This is an optimization exercise on Yosys and OpenROAD, whose aim is small area, a short achievable clock period and few clock cycles, not a production implementation. At most, simulation tests tie the RTL to the original design; equivalence was not proved. Power and IR drop assume default switching activity.

==> tundra <==
Design sscs_core, start of the top module:
module sscs_core (
    input  wire        clk,
    input  wire        rst,
    input  wire        cmd_valid,
    input  wire [2:0]  cmd_op,
    input  wire [3:0]  cmd_idx,
    input  wire [15:0] cmd_data,
    output wire        cmd_ready,
    input  wire        intr,
    input  wire [3:0]  dbg_idx,
    output wire [15:0] dbg_rdata,
    output reg         halted,
    output reg         running,
    output reg  [2:0]  stop,
    output reg  [2:0]  stop_kind,
    output wire        mem_req,
    output wire        mem_we,
    output wire [11:0] mem_addr,
    output wire [15:0] mem_wdata,
    input  wire [15:0] mem_rdata,
    input  wire        mem_ack,
    output wire        trace_valid,
    output wire [15:0] trace_pc,
    output wire [15:0] trace_word,
    output wire [2:0]  trace_fault,
    output wire        out_valid,
    output wire        out_end,
    output wire [7:0]  out_data
);
    localparam CMD_STEP = 3'd1, CMD_RUN = 3'd2, CMD_CLEAR = 3'd3, CMD_SETREG = 3'd4;
    localparam STOP_NONE = 3'd0, STOP_HLT = 3'd1, STOP_HCF = 3'd2, STOP_INTR = 3'd3,
               STOP_RESET = 3'd4, STOP_FAULT = 3'd5;
    localparam F_NONE = 3'd0, F_SEG = 3'd1, F_ARITH = 3'd4, F_DIV0 = 3'd5, F_UNK = 3'd6;
    localparam S_IDLE = 3'd0, S_FETCH = 3'd1, S_EXEC = 3'd2, S_ITER = 3'd3, S_PRN = 3'd4;
    localparam OP_HLT = 6'd0,  OP_HCF = 6'd1,  OP_ADD = 6'd2,  OP_ADDI = 6'd3,
               OP_SUB = 6'd4,  OP_SUBI = 6'd5, OP_MUL = 6'd6,  OP_MULI = 6'd7,
               OP_DIV = 6'd8,  OP_DIVI = 6'd9, OP_MOD = 6'd10, OP_MODI = 6'd11,
               OP_AND = 6'd15, OP_ANDI = 6'd16, OP_OR = 6'd17, OP_ORI = 6'd18,
               OP_XOR = 6'd19, OP_XORI = 6'd20, OP_NOT = 6'd23, OP_SL = 6'd24,
               OP_SLI = 6'd25, OP_SR = 6'd26, OP_SRI = 6'd27, OP_TEQ = 6'd30,
               OP_TLT = 6'd31, OP_TGT = 6'd33, OP_B = 6'd40, OP_BAL = 6'd41,
               OP_BR = 6'd42, OP_BEQZ = 6'd43, OP_BNEZ = 6'd44, OP_LD = 6'd50,
               OP_LDL = 6'd51, OP_ST = 6'd52, OP_STL = 6'd53, OP_CPY = 6'd55,
               OP_CPYM = 6'd56, OP_RET = 6'd61, OP_PRN = 6'd62, OP_NOP = 6'd63;
    localparam R_ADD = 3'd0, R_AND = 3'd1, R_OR = 3'd2, R_XOR = 3'd3, R_SHL = 3'd4,
               R_SHR = 3'd5, R_CMP = 3'd6, R_OTH = 3'd7;
    localparam B_REG = 2'd0, B_IMM7 = 2'd1, B_IMM10 = 2'd2, B_ONES = 2'd3;
  ...
Settings: LEC_CHECK=0, CAP_MARGIN=20, CORE_MARGIN=2, CORE_UTILIZATION=30, SETUP_SLACK_MARGIN=5, SLEW_MARGIN=20; clock period 12.0 ns.
run.sh (not shown) runs the stock make flow with config.mk's settings and CLKGATE_MAP_FILE= SYNTH_SCRIPT=/design/flow/synth_recipe.tcl, a recipe that flattens the netlist after the stock synthesis.
==> nickel (differences from tundra) <==
--- a/flow/design.v
+++ b/flow/design.v
@@ -15,18 +15,18 @@
     output reg  [2:0]  stop_kind,
     output wire        mem_req,
     output wire        mem_we,
     output wire [11:0] mem_addr,
     output wire [15:0] mem_wdata,
     input  wire [15:0] mem_rdata,
     input  wire        mem_ack,
-    output wire        trace_valid,
-    output wire [15:0] trace_pc,
-    output wire [15:0] trace_word,
-    output wire [2:0]  trace_fault,
+    output reg         trace_valid,
+    output reg  [15:0] trace_pc,
+    output reg  [15:0] trace_word,
+    output reg  [2:0]  trace_fault,
     output wire        out_valid,
     output wire        out_end,
     output wire [7:0]  out_data
 );
     localparam CMD_STEP = 3'd1, CMD_RUN = 3'd2, CMD_CLEAR = 3'd3, CMD_SETREG = 3'd4;
     localparam STOP_NONE = 3'd0, STOP_HLT = 3'd1, STOP_HCF = 3'd2, STOP_INTR = 3'd3,
                STOP_RESET = 3'd4, STOP_FAULT = 3'd5;
@@ -41,38 +41,45 @@
                OP_TLT = 6'd31, OP_TGT = 6'd33, OP_B = 6'd40, OP_BAL = 6'd41,
                OP_BR = 6'd42, OP_BEQZ = 6'd43, OP_BNEZ = 6'd44, OP_LD = 6'd50,
                OP_LDL = 6'd51, OP_ST = 6'd52, OP_STL = 6'd53, OP_CPY = 6'd55,
                OP_CPYM = 6'd56, OP_RET = 6'd61, OP_PRN = 6'd62, OP_NOP = 6'd63;
     localparam R_ADD = 3'd0, R_AND = 3'd1, R_OR = 3'd2, R_XOR = 3'd3, R_SHL = 3'd4,
                R_SHR = 3'd5, R_CMP = 3'd6, R_OTH = 3'd7;
     localparam B_REG = 2'd0, B_IMM7 = 2'd1, B_IMM10 = 2'd2, B_ONES = 2'd3;
-    function [4:0] bitlen;
+    function [3:0] msb;
         input [15:0] v;
-        integer k;
+        reg [7:0] v8;
+        reg [3:0] v4;
+        reg [1:0] v2;
         begin
-            bitlen = 5'd0;
-            for (k = 0; k < 16; k = k + 1)
-                if (v[k]) bitlen = k + 1;
+            msb[3] = |v[15:8];
+            v8     = msb[3] ? v[15:8] : v[7:0];
+            msb[2] = |v8[7:4];
+            v4     = msb[2] ? v8[7:4] : v8[3:0];
+            msb[1] = |v4[3:2];
+            v2     = msb[1] ? v4[3:2] : v4[1:0];
+            msb[0] = v2[1];
         end
     endfunction
     function [15:0] rev16;
         input [15:0] v;
         integer k;
         begin
             for (k = 0; k < 16; k = k + 1)
                 rev16[k] = v[15 - k];
         end
     endfunction
     reg [15:0] x0, x1, x2, x3, x4, x5, x6, x7, x8, x9, x10;
     reg [2:0]  state;
     reg [15:0] ir;                 
     reg        intr_pend;
-    reg [15:0] acc;                
-    reg [15:0] quo;                
-    reg [3:0]  cnt;                
+    wire [15:0] acc = trace_pc;    
+    wire [15:0] quo = trace_word;  
+    reg [4:0]  cnt;                
+    reg        movf;               
     wire [15:0] pc = x10;
     function [15:0] rd8;
         input [2:0] s;
         begin
             case (s)
             3'd0: rd8 = x0;
             3'd1: rd8 = x1;
@@ -112,31 +119,50 @@
     wire [15:0] ra_val = rd8(op1);
     wire [15:0] rb_val = rd8(op2);
     function is;                   
         input [5:0] o;
         input [5:0] a, b, c, d;
         is = (o == a) || (o == b) || (o == c) || (o == d);
     endfunction
+    function f_imm7;
+        input [5:0] o;
+        f_imm7 = is(o, OP_ADDI, OP_SUBI, OP_MULI, OP_DIVI) ||
+                 is(o, OP_MODI, OP_ANDI, OP_ORI, OP_XORI) ||
+                 is(o, OP_SLI, OP_SRI, OP_STL, OP_CPYM);
+    endfunction
+    function [1:0] f_opb;
+        input [5:0] o;
+        f_opb = f_imm7(o) ? B_IMM7 : (o == OP_LDL) ? B_IMM10 : (o == OP_NOT) ? B_ONES : B_REG;
+    endfunction
+    function f_div;
+        input [5:0] o;
+        f_div = is(o, OP_DIV, OP_DIVI, OP_MOD, OP_MODI);
+    endfunction
+    function f_sub;
+        input [5:0] o;
+        f_sub = is(o, OP_SUB, OP_SUBI, OP_TEQ, OP_TLT) || (o == OP_TGT) || f_div(o);
+    endfunction
+    localparam N_PC2 = 3'd0, N_IMM = 3'd1, N_REG = 3'd2, N_BEQZ = 3'd3, N_BNEZ = 3'd4, N_RA = 3'd5;
+    function [2:0] f_br;
+        input [5:0] o;
+        f_br = is(o, OP_B, OP_BAL, OP_B, OP_B) ? N_IMM : (o == OP_BR) ? N_REG :
+               (o == OP_BEQZ) ? N_BEQZ : (o == OP_BNEZ) ? N_BNEZ : (o == OP_RET) ? N_RA : N_PC2;
+    endfunction
+    reg  [1:0] d_opb;
+    reg        d_sub, d_div, d_shr, d_mem;
+    reg  [2:0] d_br;
     wire       d_hlt  = (opcode == OP_HLT);
     wire       d_hcf  = (opcode == OP_HCF);
     wire       d_mul  = is(opcode, OP_MUL, OP_MULI, OP_MUL, OP_MUL);
-    wire       d_div  = is(opcode, OP_DIV, OP_DIVI, OP_MOD, OP_MODI);
     wire       d_mod  = is(opcode, OP_MOD, OP_MODI, OP_MOD, OP_MOD);
     wire       d_prn  = (opcode == OP_PRN);
     wire       d_st   = (opcode == OP_ST);
     wire       d_stl  = (opcode == OP_STL);
-    wire       d_mem  = is(opcode, OP_LD, OP_ST, OP_STL, OP_CPYM);
     wire       d_cmp  = is(opcode, OP_TEQ, OP_TLT, OP_TGT, OP_TGT);
     wire       d_zsub = is(opcode, OP_SUB, OP_SUBI, OP_SUB, OP_SUB);
-    wire       d_sub  = d_zsub || d_div || d_cmp;
-    wire       d_imm7 = is(opcode, OP_ADDI, OP_SUBI, OP_MULI, OP_DIVI) ||
-                        is(opcode, OP_MODI, OP_ANDI, OP_ORI, OP_XORI) ||
-                        is(opcode, OP_SLI, OP_SRI, OP_STL, OP_CPYM);
-    wire [1:0] d_opb  = d_imm7 ? B_IMM7 : (opcode == OP_LDL) ? B_IMM10 :
-                        (opcode == OP_NOT) ? B_ONES : B_REG;
     wire [2:0] d_res  = is(opcode, OP_AND, OP_ANDI, OP_AND, OP_AND) ? R_AND :
                         is(opcode, OP_OR, OP_ORI, OP_OR, OP_OR) ? R_OR :
                         is(opcode, OP_XOR, OP_XORI, OP_NOT, OP_NOT) ? R_XOR :
                         is(opcode, OP_SL, OP_SLI, OP_SL, OP_SL) ? R_SHL :
                         is(opcode, OP_SR, OP_SRI, OP_SR, OP_SR) ? R_SHR :
                         d_cmp ? R_CMP :
                         is(opcode, OP_BAL, OP_LD, OP_LDL, OP_CPY) || (opcode == OP_CPYM) ? R_OTH :
@@ -170,61 +196,61 @@
     wire [15:0] pc2   = {pc[15:1] + 15'd1, pc[0]};
     wire        ffault = (|pc[15:12]) || (&pc[11:0]);
     wire [16:0] addsub = {1'b0, ra_val} + {1'b0, opb ^ {16{d_sub}}} + {16'd0, d_sub};
     wire        borrow = !addsub[16];
     wire        a_eq_b = (addsub[15:0] == 16'd0);
     wire        cmp    = (opcode == OP_TEQ) ? a_eq_b :
                          (opcode == OP_TLT) ? borrow : (!borrow && !a_eq_b);
-    wire        sh_rev  = (d_res == R_SHR);
+    wire        sh_rev  = d_shr;
     wire [15:0] sh_in   = (st_iter && d_div) ? opb : sh_rev ? rev16(ra_val) : ra_val;
-    wire [3:0]  sh_amt  = st_iter ? cnt : opb[3:0];
+    wire [3:0]  sh_amt  = st_iter ? cnt[3:0] : opb[3:0];
     wire        sh_zero = st_exec ? big_n : st_prn;
     wire [15:0] shl     = sh_zero ? 16'd0 : (sh_in << sh_amt);
     wire        u_sub  = d_div;
     wire [16:0] u_sum  = {1'b0, acc} + {1'b0, shl ^ {16{u_sub}}} + {16'd0, u_sub | st_prn};
-    wire [4:0]  bl_a   = bitlen(ra_val);
-    wire [4:0]  bl_b   = bitlen(opb);
-    wire [5:0]  d_sh   = {1'b0, bl_a} - {1'b0, bl_b};
-    wire        m_bit  = opb[cnt];
-    wire        m_over = ({1'b0, bl_a} + {2'b0, cnt}) > 6'd16;
-    wire        m_done = ({1'b0, cnt} + 5'd1) >= bl_b;
+    wire [3:0]  msb_a  = msb(ra_val);
+    wire [3:0]  msb_b  = msb(opb);
+    wire        b_nz   = |opb;
+    wire [4:0]  d_sh   = {1'b0, msb_a} - {1'b0, msb_b};
+    wire        m_bit  = opb[cnt[3:0]] && !cnt[4];
+    wire        m_over = ({1'b0, msb_a} + {1'b0, cnt[3:0]}) > 5'd15;
     wire        m_flt  = m_bit && (u_sum[16] || m_over);
     wire        q_bit  = u_sum[16];
     wire        u_take = d_div ? q_bit : m_bit;
     wire [15:0] acc_nx = u_take ? u_sum[15:0] : acc;
     wire [15:0] quo_nx = {quo[14:0], q_bit};
-    wire        u_done = d_div ? (cnt == 4'd0) : (m_done || m_flt);
-    wire [15:0] u_res  = (d_div && !d_mod) ? quo_nx : acc_nx;
+    wire        u_done = d_div ? (cnt == 5'd0) : (!b_nz || cnt > {1'b0, msb_b});
+    wire [15:0] u_res  = !d_div ? acc : d_mod ? acc_nx : quo_nx;
     wire        x7z = (x7 == 16'd0);
     reg  [15:0] npc;
     always @(*) begin
-        case (opcode)
-        OP_B, OP_BAL: npc = imm10;
-        OP_BR:        npc = ra_val;
-        OP_BEQZ:      npc = x7z ? imm10 : pc2;
-        OP_BNEZ:      npc = x7z ? pc2 : imm10;
-        OP_RET:       npc = x9;
-        default:      npc = pc2;
+        case (d_br)
+        N_IMM:   npc = imm10;
+        N_REG:   npc = ra_val;
+        N_BEQZ:  npc = x7z ? imm10 : pc2;
+        N_BNEZ:  npc = x7z ? pc2 : imm10;
+        N_RA:    npc = x9;
+        default: npc = pc2;
         endcase
     end
     wire        seg_b   = (|rb_val[15:12]) || (&rb_val[11:0]);
     wire        prn_end = (mem_rdata[15:8] == 8'd0);
-    wire        div0    = (opb == 16'd0);
+    wire        div0    = !b_nz;
     wire        is_add  = (opcode == OP_ADD) || (opcode == OP_ADDI);
     reg  [2:0]  fault;
     always @(*) begin
         fault = F_NONE;
         if (st_exec) begin
             if (ffault) fault = F_SEG;
             else if (!d_known) fault = F_UNK;
             else if (is_add && addsub[16]) fault = F_ARITH;
             else if (d_div && div0) fault = F_DIV0;
             else if (d_mem && !d_stl && !d_opb[0] && seg_b) fault = F_SEG;
         end else if (st_iter) begin
-            if (!d_div && m_flt) fault = F_ARITH;
+            if (!d_div && movf) fault = F_ARITH;
         end else if (st_prn) begin
             if (acc[12]) fault = F_SEG;
         end
     end
     wire        done = st_exec ? (ffault || !(d_mul || d_prn || (d_div && !div0))) :
                        st_iter ? u_done :
                        st_prn  ? (acc[12] || prn_end) : 1'b0;
@@ -281,26 +307,46 @@
         if (rst || (wen && dst == 4'd6)) x6 <= wd;
         if (rst || (wen && dst == 4'd7)) x7 <= wd;
         if (rst || (wen && dst == 4'd8)) x8 <= wd;
         if (rst || (wen && dst == 4'd9)) x9 <= wd;
         if (pc_we) x10 <= pc_wd;
     end
     always @(posedge clk)
-        if (adv && (st_fetch || (complete && fetched))) ir <= mem_rdata;
+        if (adv && (st_fetch || (complete && fetched))) begin
+            ir    <= mem_rdata;
+            d_opb <= f_opb(mem_rdata[5:0]);
+            d_sub <= f_sub(mem_rdata[5:0]);
+            d_div <= f_div(mem_rdata[5:0]);
+            d_shr <= is(mem_rdata[5:0], OP_SR, OP_SRI, OP_SR, OP_SR);
+            d_mem <= is(mem_rdata[5:0], OP_LD, OP_ST, OP_STL, OP_CPYM);
+            d_br  <= f_br(mem_rdata[5:0]);
+        end
     always @(posedge clk) begin
-        if (st_exec) begin
-            acc <= d_prn ? imm10 : d_div ? ra_val : 16'd0;
-            quo <= 16'd0;
-            cnt <= (d_div && !d_sh[5]) ? d_sh[3:0] : 4'd0;
+        trace_valid <= complete && !rst;
+        trace_fault <= fault;
+        if (complete) begin
+            trace_pc   <= pc;
+            trace_word <= (st_exec && ffault) ? 16'd0 : ir;
+        end else if (st_exec) begin
+            trace_pc   <= d_prn ? imm10 : d_div ? ra_val : 16'd0;
+            trace_word <= 16'd0;
         end else if (adv && st_iter) begin
-            acc <= acc_nx;
-            quo <= quo_nx;
-            cnt <= d_div ? cnt - 4'd1 : cnt + 4'd1;
+            trace_pc   <= acc_nx;
+            trace_word <= quo_nx;
         end else if (adv && st_prn) begin
-            acc <= u_sum[15:0];
+            trace_pc   <= u_sum[15:0];
+        end
+    end
+    always @(posedge clk) begin
+        if (st_exec) begin
+            cnt  <= (d_div && !d_sh[4]) ? {1'b0, d_sh[3:0]} : 5'd0;
+            movf <= 1'b0;
+        end else if (adv && st_iter) begin
+            cnt  <= d_div ? cnt - 5'd1 : cnt + 5'd1;
+            movf <= movf || m_flt;
         end
     end
     always @(posedge clk) begin
         if (rst) begin
             state     <= S_IDLE;
             halted    <= 1'b1;
             running   <= 1'b0;
@@ -362,15 +408,11 @@
     assign dbg_rdata  = rd16(dbg_idx);
     assign mem_req    = !st_idle;
     assign mem_we     = st_exec && !ffault && ((d_st && !seg_b) || d_stl);
     assign mem_addr   = st_prn   ? acc[11:0] :
                         st_fetch ? pc[11:0] :
                         (st_exec && d_mem) ? (d_opb[0] ? imm7[11:0] : rb_val[11:0]) : npc[11:0];
     assign mem_wdata  = ra_val;
-    assign trace_valid = complete;
-    assign trace_pc    = pc;
-    assign trace_word  = (st_exec && ffault) ? 16'd0 : ir;
-    assign trace_fault = fault;
     assign out_valid   = st_prn && adv && !acc[12];
     assign out_end     = prn_end;
     assign out_data    = mem_rdata[15:8];
 endmodule
==> flow/flow/run.sh (new file) <==
#!/bin/bash
set -euo pipefail
bash standard.sh SETUP_SLACK_MARGIN=6.0 finish > standard.log 2>&1
==> flow/standard.sh (new file) <==
#!/bin/bash
# synth_recipe.tcl (not shown) runs the flow's synth.tcl, then flattens the netlist and writes it again
# the make line also repeats each setting of config.mk as NAME=value (left out here)
make -C /OpenROAD-flow-scripts/flow DESIGN_CONFIG=/design/flow/config.mk WORK_HOME=/design/flow/orfs CLKGATE_MAP_FILE= SYNTH_SCRIPT=/design/flow/synth_recipe.tcl "${@:-finish}"
==> flow/config.mk (replaced) <==
export PLATFORM = sky130hd
export DESIGN_NAME = sscs_core
export DESIGN_NICKNAME = sscs_core
export VERILOG_FILES = /design/flow/design.v
export SDC_FILE = /design/flow/constraint.sdc
export NUM_CORES = 4
export LEC_CHECK = 0
export CAP_MARGIN = 20
export CORE_MARGIN = 2
export CORE_UTILIZATION = 60
export SLEW_MARGIN = 20
removed: flow/run.sh
==> fjord (differences from tundra) <==
--- a/flow/design.v
+++ b/flow/design.v
@@ -15,18 +15,18 @@
     output reg  [2:0]  stop_kind,
     output wire        mem_req,
     output wire        mem_we,
     output wire [11:0] mem_addr,
     output wire [15:0] mem_wdata,
     input  wire [15:0] mem_rdata,
     input  wire        mem_ack,
-    output wire        trace_valid,
-    output wire [15:0] trace_pc,
-    output wire [15:0] trace_word,
-    output wire [2:0]  trace_fault,
+    output reg         trace_valid,
+    output reg  [15:0] trace_pc,
+    output reg  [15:0] trace_word,
+    output reg  [2:0]  trace_fault,
     output wire        out_valid,
     output wire        out_end,
     output wire [7:0]  out_data
 );
     localparam CMD_STEP = 3'd1, CMD_RUN = 3'd2, CMD_CLEAR = 3'd3, CMD_SETREG = 3'd4;
     localparam STOP_NONE = 3'd0, STOP_HLT = 3'd1, STOP_HCF = 3'd2, STOP_INTR = 3'd3,
                STOP_RESET = 3'd4, STOP_FAULT = 3'd5;
@@ -64,15 +64,16 @@
     endfunction
     reg [15:0] x0, x1, x2, x3, x4, x5, x6, x7, x8, x9, x10;
     reg [2:0]  state;
     reg [15:0] ir;                 
     reg        intr_pend;
     reg [15:0] acc;                
     reg [15:0] quo;                
-    reg [3:0]  cnt;                
+    reg [4:0]  cnt;                
+    reg        movf;               
     wire [15:0] pc = x10;
     function [15:0] rd8;
         input [2:0] s;
         begin
             case (s)
             3'd0: rd8 = x0;
             3'd1: rd8 = x1;
@@ -172,32 +173,31 @@
     wire [16:0] addsub = {1'b0, ra_val} + {1'b0, opb ^ {16{d_sub}}} + {16'd0, d_sub};
     wire        borrow = !addsub[16];
     wire        a_eq_b = (addsub[15:0] == 16'd0);
     wire        cmp    = (opcode == OP_TEQ) ? a_eq_b :
                          (opcode == OP_TLT) ? borrow : (!borrow && !a_eq_b);
     wire        sh_rev  = (d_res == R_SHR);
     wire [15:0] sh_in   = (st_iter && d_div) ? opb : sh_rev ? rev16(ra_val) : ra_val;
-    wire [3:0]  sh_amt  = st_iter ? cnt : opb[3:0];
+    wire [3:0]  sh_amt  = st_iter ? cnt[3:0] : opb[3:0];
     wire        sh_zero = st_exec ? big_n : st_prn;
     wire [15:0] shl     = sh_zero ? 16'd0 : (sh_in << sh_amt);
     wire        u_sub  = d_div;
     wire [16:0] u_sum  = {1'b0, acc} + {1'b0, shl ^ {16{u_sub}}} + {16'd0, u_sub | st_prn};
     wire [4:0]  bl_a   = bitlen(ra_val);
     wire [4:0]  bl_b   = bitlen(opb);
     wire [5:0]  d_sh   = {1'b0, bl_a} - {1'b0, bl_b};
-    wire        m_bit  = opb[cnt];
-    wire        m_over = ({1'b0, bl_a} + {2'b0, cnt}) > 6'd16;
-    wire        m_done = ({1'b0, cnt} + 5'd1) >= bl_b;
+    wire        m_bit  = opb[cnt[3:0]] && !cnt[4];
+    wire        m_over = ({1'b0, bl_a} + {1'b0, cnt}) > 6'd16;
     wire        m_flt  = m_bit && (u_sum[16] || m_over);
     wire        q_bit  = u_sum[16];
     wire        u_take = d_div ? q_bit : m_bit;
     wire [15:0] acc_nx = u_take ? u_sum[15:0] : acc;
     wire [15:0] quo_nx = {quo[14:0], q_bit};
-    wire        u_done = d_div ? (cnt == 4'd0) : (m_done || m_flt);
-    wire [15:0] u_res  = (d_div && !d_mod) ? quo_nx : acc_nx;
+    wire        u_done = d_div ? (cnt == 5'd0) : (cnt >= bl_b);
+    wire [15:0] u_res  = !d_div ? acc : d_mod ? acc_nx : quo_nx;
     wire        x7z = (x7 == 16'd0);
     reg  [15:0] npc;
     always @(*) begin
         case (opcode)
         OP_B, OP_BAL: npc = imm10;
         OP_BR:        npc = ra_val;
         OP_BEQZ:      npc = x7z ? imm10 : pc2;
@@ -216,15 +216,15 @@
         if (st_exec) begin
             if (ffault) fault = F_SEG;
             else if (!d_known) fault = F_UNK;
             else if (is_add && addsub[16]) fault = F_ARITH;
             else if (d_div && div0) fault = F_DIV0;
             else if (d_mem && !d_stl && !d_opb[0] && seg_b) fault = F_SEG;
         end else if (st_iter) begin
-            if (!d_div && m_flt) fault = F_ARITH;
+            if (!d_div && movf) fault = F_ARITH;
         end else if (st_prn) begin
             if (acc[12]) fault = F_SEG;
         end
     end
     wire        done = st_exec ? (ffault || !(d_mul || d_prn || (d_div && !div0))) :
                        st_iter ? u_done :
                        st_prn  ? (acc[12] || prn_end) : 1'b0;
@@ -286,19 +286,21 @@
     end
     always @(posedge clk)
         if (adv && (st_fetch || (complete && fetched))) ir <= mem_rdata;
     always @(posedge clk) begin
         if (st_exec) begin
             acc <= d_prn ? imm10 : d_div ? ra_val : 16'd0;
             quo <= 16'd0;
-            cnt <= (d_div && !d_sh[5]) ? d_sh[3:0] : 4'd0;
+            cnt <= (d_div && !d_sh[5]) ? {1'b0, d_sh[3:0]} : 5'd0;
+            movf <= 1'b0;
         end else if (adv && st_iter) begin
             acc <= acc_nx;
             quo <= quo_nx;
-            cnt <= d_div ? cnt - 4'd1 : cnt + 4'd1;
+            cnt <= d_div ? cnt - 5'd1 : cnt + 5'd1;
+            movf <= movf || m_flt;
         end else if (adv && st_prn) begin
             acc <= u_sum[15:0];
         end
     end
     always @(posedge clk) begin
         if (rst) begin
             state     <= S_IDLE;
@@ -362,15 +364,17 @@
     assign dbg_rdata  = rd16(dbg_idx);
     assign mem_req    = !st_idle;
     assign mem_we     = st_exec && !ffault && ((d_st && !seg_b) || d_stl);
     assign mem_addr   = st_prn   ? acc[11:0] :
                         st_fetch ? pc[11:0] :
                         (st_exec && d_mem) ? (d_opb[0] ? imm7[11:0] : rb_val[11:0]) : npc[11:0];
     assign mem_wdata  = ra_val;
-    assign trace_valid = complete;
-    assign trace_pc    = pc;
-    assign trace_word  = (st_exec && ffault) ? 16'd0 : ir;
-    assign trace_fault = fault;
+    always @(posedge clk) begin
+        trace_valid <= complete && !rst;
+        trace_pc    <= pc;
+        trace_word  <= (st_exec && ffault) ? 16'd0 : ir;
+        trace_fault <= fault;
+    end
     assign out_valid   = st_prn && adv && !acc[12];
     assign out_end     = prn_end;
     assign out_data    = mem_rdata[15:8];
 endmodule
==> flow/config.mk (replaced) <==
export PLATFORM = sky130hd
export DESIGN_NAME = sscs_core
export DESIGN_NICKNAME = sscs_core
export VERILOG_FILES = /design/flow/design.v
export SDC_FILE = /design/flow/constraint.sdc
export NUM_CORES = 4
export LEC_CHECK = 0
export ABC_CLOCK_PERIOD_IN_PS = 5000
export CAP_MARGIN = 20
export CORE_MARGIN = 2
export CORE_UTILIZATION = 40
export SETUP_SLACK_MARGIN = 5
export SLEW_MARGIN = 20
==> summary of the runs <==
Between tundra and fjord, the lower first-iteration DRC count is in fjord (gap about 8%, measured against fjord). tundra finished with timing, DRC and antenna clean. fjord ran to the end with no violations. nickel died in global routing. In tundra the critical path depth is higher than in fjord, by 21. Of fjord and tundra, fjord has the higher maximum frequency (gap about 25%, measured against tundra). Against fjord, the die area of tundra is larger by about 28%. Of fjord and tundra, tundra has the higher clock skew (gap 0.0075 ns). Power: fjord is larger than tundra (about 120%). In tundra the clock power is smaller than in fjord, by about 10%. Between fjord and tundra, the lower final area is in fjord (gap 0.96%, measured against tundra).
==> figures <==
	nickel	tundra	fjord
Result of the run	did not finish	no timing/DRC/antenna violations	no timing/DRC/antenna violations
Last stage reached	global routing	-	-
Multi-input gates	-	1833	1862
Peak ir drop on the vdd network	-	0.1156 mV	0.1536 mV
Beginning of the worst register-to-register path	-	ir[11]	ir[1]
Post-CTS Setup Repair Bufs	238	144	78
Die Area	-	71300 sq um	55760 sq um
Post-route met1 wirelength	-	49.10 mm	46.49 mm
Rows	69	96	85
Crit. Startpoint	-	ir[11]	mem_rdata[12]
Number of ordinary and repair buffers in the finished layout	-	431	382
Startpoint of the worst hold path	-	quo[14]	stop_kind[1]
Post-layout worst setup margin	-	3.206 ns	4.966 ns
Proportion of synthesized chip area in sequential cells	34.97%	33.28%	35.61%
Count of flip-flops with a built-in enable after synthesis	238	212	213
Count of non-CTS inverters in the layout	-	80	79
Post-route total power	-	3.953 mW	8.819 mW
Seq power	-	1.20 mW	1.94 mW
Testbench counts of nickel, summed over its fixed seeds: cycles 52,093.
Testbench counts of fjord, summed over its fixed seeds: cycles 52,093.
Function not checked in tundra: the RTL went through the layout flow alone.

## re-timing with driven ports
No port has a modelled driver above. Below, the same layouts with a new extraction and two added sets of constraints.
Step 1 sets driving cells, clkbuf_16 on the clock port and buf_2 on the other inputs (assumed; they add their load-dependent delay and slew).
Step 2 times the ports against the registers' clock, not the clock port: input delays grow and output delays shrink by t, the midpoint of the rising clock arrivals with the driver on.
Three values: ideal, step 1, step 2; two values: the first two.
run	shift t [ns]	setup slack, ns	worst hold slack (ns)	worst register clock-pin slew, ns
tundra	0.688	3.206 / 3.140 / 3.828	0.474 / 0.474 / 0.474	0.07 / 0.07
fjord	0.633	4.966 / 4.942 / 4.942	0.448 / 0.448 / 0.448	0.07 / 0.07
After both steps every run listed still meets setup and hold. For fjord, which loses most, drivers alone change the setup slack by -0.024 ns; drivers and shift together by -0.024 ns.
